Background: an optimization exercise with open tools, aiming at small area, a short achievable clock period and few clock cycles per item. Do not read the settings as production practice.
Where RTL was checked, it was by simulation tests only, not by an equivalence proof against the original.

## build 11
==> flow/design.v (excerpt) <==
module aes256_cbc #(
  parameter [127:0] IV0 = 128'h0102030405060708090a0b0c0d0e0f10
) (
  input  wire         clk,
  input  wire         rst,         
  input  wire         in_valid,
  output wire         in_ready,
  input  wire [1:0]   in_op,
  input  wire         in_first,
  input  wire [127:0] in_data,
  input  wire [255:0] in_key,
  output wire         out_valid,
  input  wire         out_ready,
  output wire [127:0] out_data,
  output wire [1:0]   out_err
);
  localparam [1:0] OP_KEXP = 2'd0, OP_ENC = 2'd1, OP_DEC = 2'd2, OP_ILL = 2'd3;
  localparam [1:0] E_NONE = 2'd0, E_ILLEGAL = 2'd1, E_NOKEY = 2'd2;
  reg         busy;           
  reg [1:0]   err;            
  reg [3:0]   rnd;            
  reg         aesv;           
  reg         ovalid;
  reg [127:0] obuf;           
  reg [1:0]   oerr;
  reg [127:0] state;
  reg [127:0] chain;          
  reg [127:0] mask;           
  reg [255:0] k0;             
  reg [255:0] kn;             
  reg         kn_pending;     
  reg [255:0] w;              
  reg  enc, dec, kexp;        
  wire is_enc  = enc;
  wire is_dec  = dec;
  ...
clock: 11.0 ns
lec_check: 0
cap_margin: 30
core_margin: 2
core_utilization: 45
place_density: 0.6
setup_slack_margin: 5
slew_margin: 35
synth_hierarchical: 1
synth_minimum_keep_size: 0
run.sh (not shown) runs the stock make flow with config.mk's settings and CLKGATE_MAP_FILE= SYNTH_SCRIPT=/design/flow/synth_recipe.tcl, a recipe that flattens the netlist after the stock synthesis.
Inputs modified between build 11 and build 92:
==> flow/flow/run.sh (new file) <==
#!/bin/bash
# The standard layout (the standard.sh, ORFS synthesis to final), with one change: the port
# buffers that global placement inserts are the smallest buffer cell instead of ORFS's default
# pick (a 4-stage delay buffer). Every port still gets its buffer.
set -euo pipefail
bash standard.sh 'BUFFER_PORTS_ARGS=-buffer_cell sky130_fd_sc_hd__buf_1' finish > standard_flow.log 2>&1
==> flow/standard.sh (new file) <==
#!/bin/bash
# synth_recipe.tcl (not shown) runs the flow's synth.tcl, then flattens the netlist and writes it again
# the make line also repeats each setting of config.mk as NAME=value (left out here)
make -C /OpenROAD-flow-scripts/flow DESIGN_CONFIG=/design/flow/config.mk WORK_HOME=/design/flow/orfs CLKGATE_MAP_FILE= SYNTH_SCRIPT=/design/flow/synth_recipe.tcl "${@:-finish}"
removed: flow/run.sh
### Flow results
Build 92 ended with more final clock period utilization by the worst path than build 11.
Looking at wire length on met3, build 92 sits 2.3 mm above build 11.
Compared build 11 against build 92; die area within noise.
Between build 92 and build 11, the difference in number of vias per cell after detailed routing is negligible.
Relative to build 11, post-DP HPWL increased by about 1.4% in build 92.
Between build 92 and build 11, the headroom to the max-slew limit figures differ only marginally.
Build 92 ends up with a relative area change from synthesis to final layout that is 2.6 points lower than in build 11.
Compared with build 11, build 92 supports a lower clock frequency.
Compared with build 11, build 92 has less setup slack.
No functional check of the RTL was part of any run of this note.


aes256_cbc, a different RTL version from the one above (not shown whole).
Size in the first run: about 520 I/O pins, ~110,000 um^2 of cells after synthesis.
==> flow/config.mk <==
export PLATFORM = sky130hd
export DESIGN_NAME = aes256_cbc
export DESIGN_NICKNAME = aes256_cbc
export VERILOG_FILES = /design/flow/design.v
export SDC_FILE = /design/flow/constraint.sdc
export NUM_CORES = 8
export LEC_CHECK = 0
export CAP_MARGIN = 30
export CORE_MARGIN = 2
export CORE_UTILIZATION = 45
export CTS_BUF_LIST = sky130_fd_sc_hd__clkbuf_8
export PLACE_DENSITY = 0.6
export SETUP_SLACK_MARGIN = 5
export SLEW_MARGIN = 35
export SYNTH_HIERARCHICAL = 1
export SYNTH_MINIMUM_KEEP_SIZE = 0
==> flow/constraint.sdc <==
create_clock -name core_clock -period 11.0 [get_ports {clk}]
set_input_delay 2.2000 -clock core_clock [delete_from_list [all_inputs] [get_ports {clk}]]
set_output_delay 2.2000 -clock core_clock [all_outputs]
set_load 0.01 [all_outputs]
standard.sh (not shown) runs the stock make flow with config.mk's settings and CLKGATE_MAP_FILE= SYNTH_SCRIPT=/design/flow/synth_recipe.tcl, a recipe that flattens the netlist after the stock synthesis.
==> flow/flow/run.sh <==
#!/bin/bash
# The standard layout (the standard.sh, ORFS synthesis to final), with one change: the port
# buffers that global placement inserts are the smallest buffer cell instead of ORFS's default
# pick (a 4-stage delay buffer). Every port still gets its buffer.
set -euo pipefail
bash standard.sh 'BUFFER_PORTS_ARGS=-buffer_cell sky130_fd_sc_hd__buf_1' finish > standard_flow.log 2>&1
Testbench counts at the start, summed over its fixed seeds: cycles 11,896, items 842.
Then changed:
--- a/flow/config.mk
+++ b/flow/config.mk
@@ -8,8 +8,8 @@
 export CAP_MARGIN = 30
 export CORE_MARGIN = 2
-export CORE_UTILIZATION = 45
+export CORE_UTILIZATION = 40
 export CTS_BUF_LIST = sky130_fd_sc_hd__clkbuf_8
 export PLACE_DENSITY = 0.6
-export SETUP_SLACK_MARGIN = 5
+export SETUP_SLACK_MARGIN = 4.75
 export SLEW_MARGIN = 35
 export SYNTH_HIERARCHICAL = 1
After rerunning:
- The changed run passed the timing, design-rule and antenna checks
- worst hold slack gets better by 0.0099 ns
- via count falls by about 1.3%
- design area drops by 3.5%
- synthesized area stays the same
- count of clock-buffer cells in the layout decreases by 6
- flip-flop and latch count is unchanged
- routed wire length came out higher by about 1.5%
Then changed:
--- a/flow/config.mk
+++ b/flow/config.mk
@@ -8,7 +8,7 @@
 export CAP_MARGIN = 30
 export CORE_MARGIN = 2
-export CORE_UTILIZATION = 40
+export CORE_UTILIZATION = 45
 export CTS_BUF_LIST = sky130_fd_sc_hd__clkbuf_8
-export PLACE_DENSITY = 0.6
+export PLACE_DENSITY = 0.65
 export SETUP_SLACK_MARGIN = 4.75
 export SLEW_MARGIN = 35
After rerunning:
- setup slack degrades by 0.011 ns
- global-route usage is higher by 2.7 points
- wire length is lower by 3.6%
- final cell count is lower by 2.6%
- register-to-register slack is about the same
- via count is lower by 0.32%
Then changed:
--- a/flow/config.mk
+++ b/flow/config.mk
@@ -10,5 +10,5 @@
 export CORE_UTILIZATION = 45
 export CTS_BUF_LIST = sky130_fd_sc_hd__clkbuf_8
-export PLACE_DENSITY = 0.65
+export PLACE_DENSITY = 0.6
 export SETUP_SLACK_MARGIN = 4.75
 export SLEW_MARGIN = 35
After rerunning: The changed run ran to the end with no violations; routed wire length rose slightly; die area stays the same; sequential cell count stays the same; non-clock buffer count climbs by 72; fmax is higher slightly.

## what the ideal ports hide
The flow's constraints put no driver on any port. The routed layouts listed below were extracted and timed again, unchanged, in two steps.
Step 1 sets driving cells, clkbuf_16 on the clock port and buf_2 on the other inputs (assumed; they add their load-dependent delay and slew).
Step 2 moves the port delays by t, midway between the first and last clock arrival at a register: inputs arrive t later, outputs are due t later. That takes back most of the time a late clock gives input paths.
Slacks: no drivers / after step 1 / after step 2; pairs: no drivers / after step 1.
run	t (ns)	setup slack, ns	latest minus earliest clock arrival (ns)	cell pins on the clock port's net
build 11	0.926	4.994 / 4.994 / 4.216	0.075 / 0.075	1
build 92	0.928	4.923 / 4.923 / 4.089	0.067 / 0.067	1
the first run of note 2	1.175	5.000 / 4.959 / 3.784	0.158 / 0.158	1
the second run of note 2	1.166	4.826 / 4.826 / 4.395	0.119 / 0.120	1
the third run of note 2	1.169	4.815 / 4.815 / 4.198	0.120 / 0.120	1
the fourth run of note 2	1.157	4.936 / 4.936 / 4.169	0.136 / 0.136	1
After both steps setup and hold are still met in every run listed. The setup slack of the first run of note 2, which loses most, moves by -0.041 ns with the drivers and by -1.216 ns with both steps.
